This is an optimization exercise on Yosys and OpenROAD, whose aim is small area, a short achievable clock period and few clock cycles per item, not a production implementation. RTL that was checked went through simulation tests only; none was proved equivalent to the original. Function not checked in run 2: the RTL went through the layout flow alone. No activity file was given, so power comes from the tool's default toggle rates.

==> flow/design.v (outline; a module is shown in full before it is edited, if it fits) <==
// module dwibus_codec: 1637 lines
// module dw_nor2: 3 lines
// module dw_nand4: 3 lines
// module dw_ao21: 3 lines
// module dw_ai21b: 3 lines
// module dw_xor2: 3 lines
module dwibus_codec (
    input  wire         clk,
    input  wire         rst,         
    input  wire         start,       
    input  wire         op,          
    input  wire [7:0]   self_addr,   
    input  wire [479:0] frame_in,
    output wire         ready,
    output reg          done,        
    output wire [7:0]   status,
    output wire [7:0]   crc,
    output wire [479:0] frame_out
);
  // ...
==> flow/flow/run.sh <==
#!/bin/bash
# Own layout flow: the standard flow, with each port buffered by the
# smallest buffer (buf_1) instead of the one buffer_ports picks by default.
set -euo pipefail
bash standard.sh "BUFFER_PORTS_ARGS=-buffer_cell sky130_fd_sc_hd__buf_1" finish > standard_flow.log 2>&1
==> flow/standard.sh <==
#!/bin/bash
# synth_recipe.tcl (not shown) runs the flow's synth.tcl, then flattens the netlist and writes it again
# the make line also repeats each setting of config.mk as NAME=value (left out here)
make -C /OpenROAD-flow-scripts/flow DESIGN_CONFIG=/design/flow/config.mk WORK_HOME=/design/flow/orfs CLKGATE_MAP_FILE= SYNTH_SCRIPT=/design/flow/synth_recipe.tcl "${@:-finish}"
==> flow/config.mk <==
export PLATFORM = sky130hd
export DESIGN_NAME = dwibus_codec
export DESIGN_NICKNAME = dwibus_codec
export VERILOG_FILES = /design/flow/design.v
export SDC_FILE = /design/flow/constraint.sdc
export NUM_CORES = 4
export LEC_CHECK = 0
export CAP_MARGIN = 20
export CORE_AREA = 8 8 274 274
export CTS_BUF_LIST = sky130_fd_sc_hd__clkbuf_4 sky130_fd_sc_hd__clkbuf_8
export DIE_AREA = 0 0 282 282
export PLACE_DENSITY = 0.6
export SETUP_SLACK_MARGIN = 2.3
export SLEW_MARGIN = 20
export SYNTH_HIERARCHICAL = 1
export SYNTH_MINIMUM_KEEP_SIZE = 0
==> flow/constraint.sdc <==
create_clock -name core_clock -period 5.0 [get_ports {clk}]
set_input_delay 1.0000 -clock core_clock [delete_from_list [all_inputs] [get_ports {clk}]]
set_output_delay 1.0000 -clock core_clock [all_outputs]
set_load 0.01 [all_outputs]
==> results.toml, run 1 <==
[outcome]
outcome = "complete, no violations"

[die]
start_util_pct = 31.09
die_area_mm2 = 0.07952

[synthesis]
synth_flop_cell = "edfxtp_1"
seq_area_frac_synth_pct = 65.24
synth_commonest_cells = "xor2_1 (777), edfxtp_1 (445), buf_4 (44)"
synth-xor-area-share_pct = 31.58
syn_area_mm2 = 0.02177
ys_ff_latch = 487
yosys.area.top_type_share_pct = 61.38
synth_adder_area_share_pct = 0
synthMostInstantiatedCell = "xor2_1"
yosys.area.top_type = "edfxtp_1"

[cells_and_area]
n_all_inverters = 2
seq_cells = 487
largest-register = "img"
n_antenna_cell = 8
multi_input_area_mm2 = 0.007903
regArea_mm2 = 0.01421

[pwr]
power.total_uw = 15890
switchingPower_uw = 6176
powerSeq_uw = 5380

[cts]
cts_buffer_depth = 3
clock-sinks = 487
postCtsSetupRepairBufs = 3

[hold_path]
worst_hold_path.endpoint = "busy"

[sta]
drv_slew = 0
fin_crit_sh_pct = 52.70
finClkSkew_ns = 0.04131
rsz0062_at_grt = "true"
setup_slack_ns = 2.365

[placement]
portBuffers = 953
routabilityCongestion = 0.9530

[route]
drt_pre_antenna_iters = 5
routedWlPerCell_um = 26.44
vias_per_cell = 4.309

[global_route]
grt_use_total_pct = 21.43
antenna_found_initial = 15
grt_pass1_vias = 15923

[critical_path]
path_common_cell = "buf_6"
path_max_fanout = 4
Testbench counts, summed over its fixed seeds: cycles 3,840, frames 1,920.
==> run 2, diff against run 1 <==
--- a/flow/design.v
+++ b/flow/design.v
@@ -1615,27 +1615,31 @@
         if (!busy) begin
             img   <= fi[2*8 +: 440];
             chk_q <= chk_in;
             pre_q <= pre_in;
         end
         crc_q <= crc_syn[7:0];
         syn_q <= crc_syn[15:8];
     end
-    wire n01, n23, n45, n67, syn_nz;
+    wire n01, n23, n45, n67;
+    wire [3:0] syn_nz;
     wire [3:0] st;
     dw_nor2  u_n01 (.a(syn_q[0]), .b(syn_q[1]), .y(n01));
     dw_nor2  u_n23 (.a(syn_q[2]), .b(syn_q[3]), .y(n23));
     dw_nor2  u_n45 (.a(syn_q[4]), .b(syn_q[5]), .y(n45));
     dw_nor2  u_n67 (.a(syn_q[6]), .b(syn_q[7]), .y(n67));
-    dw_nand4 u_nz  (.a(n01), .b(n23), .c(n45), .d(n67), .y(syn_nz));
-    dw_ao21  u_st0 (.a(chk_q), .b(syn_nz), .c(pre_q[0]), .y(st[0]));
-    dw_ai21b u_st1 (.a(chk_q), .b(syn_nz), .c(pre_q[1]), .y(st[1]));
-    dw_ai21b u_st2 (.a(chk_q), .b(syn_nz), .c(pre_q[2]), .y(st[2]));
-    dw_ao21  u_st3 (.a(chk_q), .b(syn_nz), .c(pre_q[3]), .y(st[3]));
+    dw_nand4 u_nz0 (.a(n01), .b(n23), .c(n45), .d(n67), .y(syn_nz[0]));
+    dw_nand4 u_nz1 (.a(n01), .b(n23), .c(n45), .d(n67), .y(syn_nz[1]));
+    dw_nand4 u_nz2 (.a(n01), .b(n23), .c(n45), .d(n67), .y(syn_nz[2]));
+    dw_nand4 u_nz3 (.a(n01), .b(n23), .c(n45), .d(n67), .y(syn_nz[3]));
+    dw_ao21  u_st0 (.a(chk_q), .b(syn_nz[0]), .c(pre_q[0]), .y(st[0]));
+    dw_ai21b u_st1 (.a(chk_q), .b(syn_nz[1]), .c(pre_q[1]), .y(st[1]));
+    dw_ai21b u_st2 (.a(chk_q), .b(syn_nz[2]), .c(pre_q[2]), .y(st[2]));
+    dw_ao21  u_st3 (.a(chk_q), .b(syn_nz[3]), .c(pre_q[3]), .y(st[3]));
     assign status    = {3'b000, st[3], 1'b0, st[2:0]};
     assign crc       = crc_q;
     assign frame_out = {8'h0A, 8'h0D, crc_q, img, 8'h55, 8'hAA};
 endmodule
 module dw_nor2 (input wire a, input wire b, output wire y);
     assign y = ~(a | b);
 endmodule
 module dw_nand4 (input wire a, input wire b, input wire c, input wire d, output wire y);
==> flow/config.mk (replaced) <==
export PLATFORM = sky130hd
export DESIGN_NAME = dwibus_codec
export DESIGN_NICKNAME = dwibus_codec
export VERILOG_FILES = /design/flow/design.v
export SDC_FILE = /design/flow/constraint.sdc
export NUM_CORES = 4
export LEC_CHECK = 0
export CAP_MARGIN = 20
export CORE_AREA = 10 10 290 290
export CTS_BUF_LIST = sky130_fd_sc_hd__clkbuf_4 sky130_fd_sc_hd__clkbuf_8
export DIE_AREA = 0 0 300 300
export PLACE_DENSITY = 0.6
export SETUP_SLACK_MARGIN = 2.3
export SLEW_MARGIN = 20
export SYNTH_HIERARCHICAL = 1
export SYNTH_MINIMUM_KEEP_SIZE = 0
==> run 2 against run 1 <==
Against the previous run: first-iteration DRC count fell by 13%; cell count rose by 2.3%; flip-flop and latch count did not move; total power rose by 0.93%; cell area rose by 0.14%; sequential share of layout area fell by 0.064 points; largest power group unchanged; clock power rose by 6.2%; register-to-register slack got worse by 0.02 ns; die area rose by 13%; critical path depth rose by 2; worst setup slack got worse by 0.0086 ns; core utilization fell by 4.0 points; still clean.
==> results.toml, run 2 <==
[pwr]
intPower_uw = 9915
p_leak_uw = 0.01074
switchingPower_uw = 6124
p_sw_share_pct = 38.18
cellPowerDensity_mw_per_mm2 = 554.6
power_frac_seq_pct = 33.8
clkPwrFrac_pct = 24.6
pwr-share-comb_pct = 41.6
ir_drop_v = 0.0002946

[synthesis]
synth_edf_count = 445
synth_flop_cell = "edfxtp_1"
syn_area_mm2 = 0.02179
ys_warn_count = 7
synth-async-reset-ratio_pct = 0
yosys.area.top_type_share_pct = 61.32
synth_commonest_cells = "xor2_1 (777), edfxtp_1 (445), buf_4 (44)"
netlist-cell-type-count = 29
syn_inst = 1372
ys_ff_latch = 487
seq_area_frac_synth_pct = 65.18
synth.area.top_cells = "edfxtp_1 (61%), xor2_1 (31%), dfxtp_1 (3.9%)"
yosys.area.top_type = "edfxtp_1"
postSynthAreaPerCell_um2 = 15.88
synthMostInstantiatedCell = "xor2_1"

[cells_and_area]
fin_cells = 3526
synthToLayoutAreaGrowth_pct = 32.70
largest-register = "img"
postLayoutCoreUtil_pct = 37.27
drive_gt1_share_pct = 9.219
largest_register_ffs = 440
layout.nets = 2909
final_cell_mix = "buf_1 (946), xor2_1 (724), edfxtp_1 (445), clkbuf_8 (98), xor2_2 (52)"
layout_commonest_cell = "buf_1"

[die]
start_util_pct = 28.08
die_area_mm2 = 0.09000
die_x_um = 300
num_rows = 102
ios = 990
die_h_um = 300
coreArea_mm2 = 0.07759

[cts]
cts.htree.levels = 3
cts_buffers = 89
cts_tree = "done"
clk_latency_ns = 0.68
clockRootBuffer = "clkbuf_8"
cts_buffer_depth = 3
path_clk_slew_ns = 0.06
ctsHoldBuffers = 0
clock-sinks = 487

[sta]
finClkSkew_ns = 0.05053
worst_pin_slew_ns = 1.058
tns_ns = 0
setup_slack_ns = 2.356
final-setup-viol-count = 0
hold_viol = 0
relSlewSlack_pct = 29.44
fmaxAchievable_ghz = 0.3782
min_period_ns = 2.644
drv_slew = 0
fin_crit_sh_pct = 52.88
rsz0062_at_grt = "true"

[global_route]
grt_first_pass_wirelength_mm = 118.9
grt_overflow = 0
antenna_found_initial = 17
grt_max_degree = 175
grt_pass1_vias = 15482
grt_use_total_pct = 18.78

[critical_path]
path_class = "reg2reg"
crit_arrival_ns = 3.23
crit_required_ns = 5.59
worstReg2RegStart = "img[412]"
startpoint_type = "flop"
cpMaxStageDelayCell = "edfxtp_1"
crit_family = "XOR/XNOR gates"
end_kind = "flop"
max_stage_delay_ns = 0.51
worst-path-buf-inv = 0
crit_path_start = "img[412]"
crit_chain = "xor2_2 -> xor2_2 -> xor2_1 -> xor2_1 -> xor2_1 -> xor2_1 -> xor2_1"
path_max_fanout = 3
path_common_cell = "xor2_1"

[placement]
dp_hpwl_mm = 76.33
place_inst = 3360
routabilityCongestion = 0.8981
portBuffers = 953
pre_cts_ws_ns = 1.312

[outcome]
outcome = "complete, no violations"

[hold_path]
hp-start = "busy"
hold_class = "reg2reg"

[route]
drc = 0
first_iter_violations = 780
vias_per_cell = 4.120
drt_pre_antenna_iters = 4
detail-route-antenna-nets = 0
dr_total_vias = 14527
routed_wl_mm = 89.61
routedWlPerCell_um = 25.41

[flow_run]
maxCapViolCount = 0
## run 2: cell types whose count changed in the layout (fill, tap and decap cells not counted), sizes merged
cell | previous run | this run
buf | 978 | 964
bufinv | 2 | 4
diode | 8 | 2
inv | 6 | 3
nand4 | 5 | 8
clkbuf | 120 | 129
clkinv | 33 | 22
## run 2: through the flow
| step | hold WS (ns) | instance area, um^2 | total power, uW |
|---|---|---|---|
| finish | 0.4387 | 28920 | 16040 |
| global route | 0.4167 | 28910 | 17070 |
| CTS | 0.3897 | 28710 | 16280 |
| detailed placement | 0.4346 | 26560 | 12120 |
| global placement | 0.4237 | 26560 | 12070 |
| floorplan | 0.4165 | 21930 | 10160 |
## run 2: kinds of logic after synthesis
family	share of synthesized area [%]
other	0.03446
flip-flops	65.18
buffers and inverters	1.568
XOR/XNOR	31.55
AND/OR/NAND/NOR	1.200
AO/OA/AOI/OAI	0.4651
## run 2: path summary, 6_finish.rpt
path / end / slack (ns) / cells past startpoint
max: crc_q[1] / 2.36 / 7
min: busy / 0.44 / 1
min reg2reg: busy / 0.44 / 1
max reg2reg: crc_q[1] / 2.36 / 7
## run 2: area by class of cell
class	instances	area [um^2]
Clock buffer	128	1574
Clock inverter	30	282.8
Fill cell	7781	48680
Sequential cell	487	14210
Timing Repair Buffer	965	3722
Antenna cell	2	5.005
Inverter	2	11.26
Multi-Input combinational cell	872	7812
Tap cell	1040	1301
## run 2: modules after synthesis, one instance, submodules excluded
module,cells inside,flip-flops and latches
dw_ai21b,1,0
dw_ao21,1,0
dw_nand4,1,0
dw_nor2,1,0
dw_xor2,1,0
dwibus_codec,583,487
## run 2: repair_timing
| item | in CTS | in global routing |
|---|---|---|
| resized for setup | 46 | 28 |
| setup buffers | 2 | 4 |
| pin swaps | 5 | 8 |
| setup endpoints to repair | 28 | 27 |
## run 2: power by group through the flow
| stage | registers [uW] | clock network, uW | logic (uW) |
|---|---|---|---|
| finish | 5410 | 3950 | 6670 |
| global route | 5460 | 4270 | 7340 |
| CTS | 5430 | 4090 | 6750 |
| detailed placement | 5490 | 0 | 6630 |
| global placement | 5490 | 0 | 6580 |
| floorplan | 5550 | 0 | 4610 |
## run 2: per-layer routing
metal	share of wire, %	track usage (%)	routed length (um)
met3	9.5	7.574	8540
met1	36	20.60	32680
met5	0.14	0	129
met4	3.0	5.894	2675
met2	51	32.82	45590

[afterwards: timing with drivers on the ports]
The flow's constraints put no driver on any port. The routed layouts listed below were extracted and timed again, unchanged, in two steps. Step 1 (the two cells are an assumption about what drives the block):
set clk [get_ports {clk}]
set_driving_cell -lib_cell sky130_fd_sc_hd__clkbuf_16 $clk
set_driving_cell -lib_cell sky130_fd_sc_hd__buf_2 [delete_from_list [all_inputs] $clk]
Step 2 also shifts input and output timing later by t, the mid clock arrival at the registers, as if the neighbouring blocks saw the same clock. Slacks: ideal ports / drivers / drivers and shift; pairs: ideal ports / drivers.
run	t (ns)	setup WS [ns]	worst setup path at the end	worst data-port slew with drivers (ns)	pins driven straight from the clock port
run 1	0.709	2.365 / 2.312 / 1.628	input to register	0.21	1
run 2	0.708	2.356 / 2.335 / 1.724	input to register	0.28	1
After both steps setup and hold are still met in every run listed. The setup slack of run 1, which loses most, moves by -0.053 ns with the drivers and by -0.737 ns with both steps.
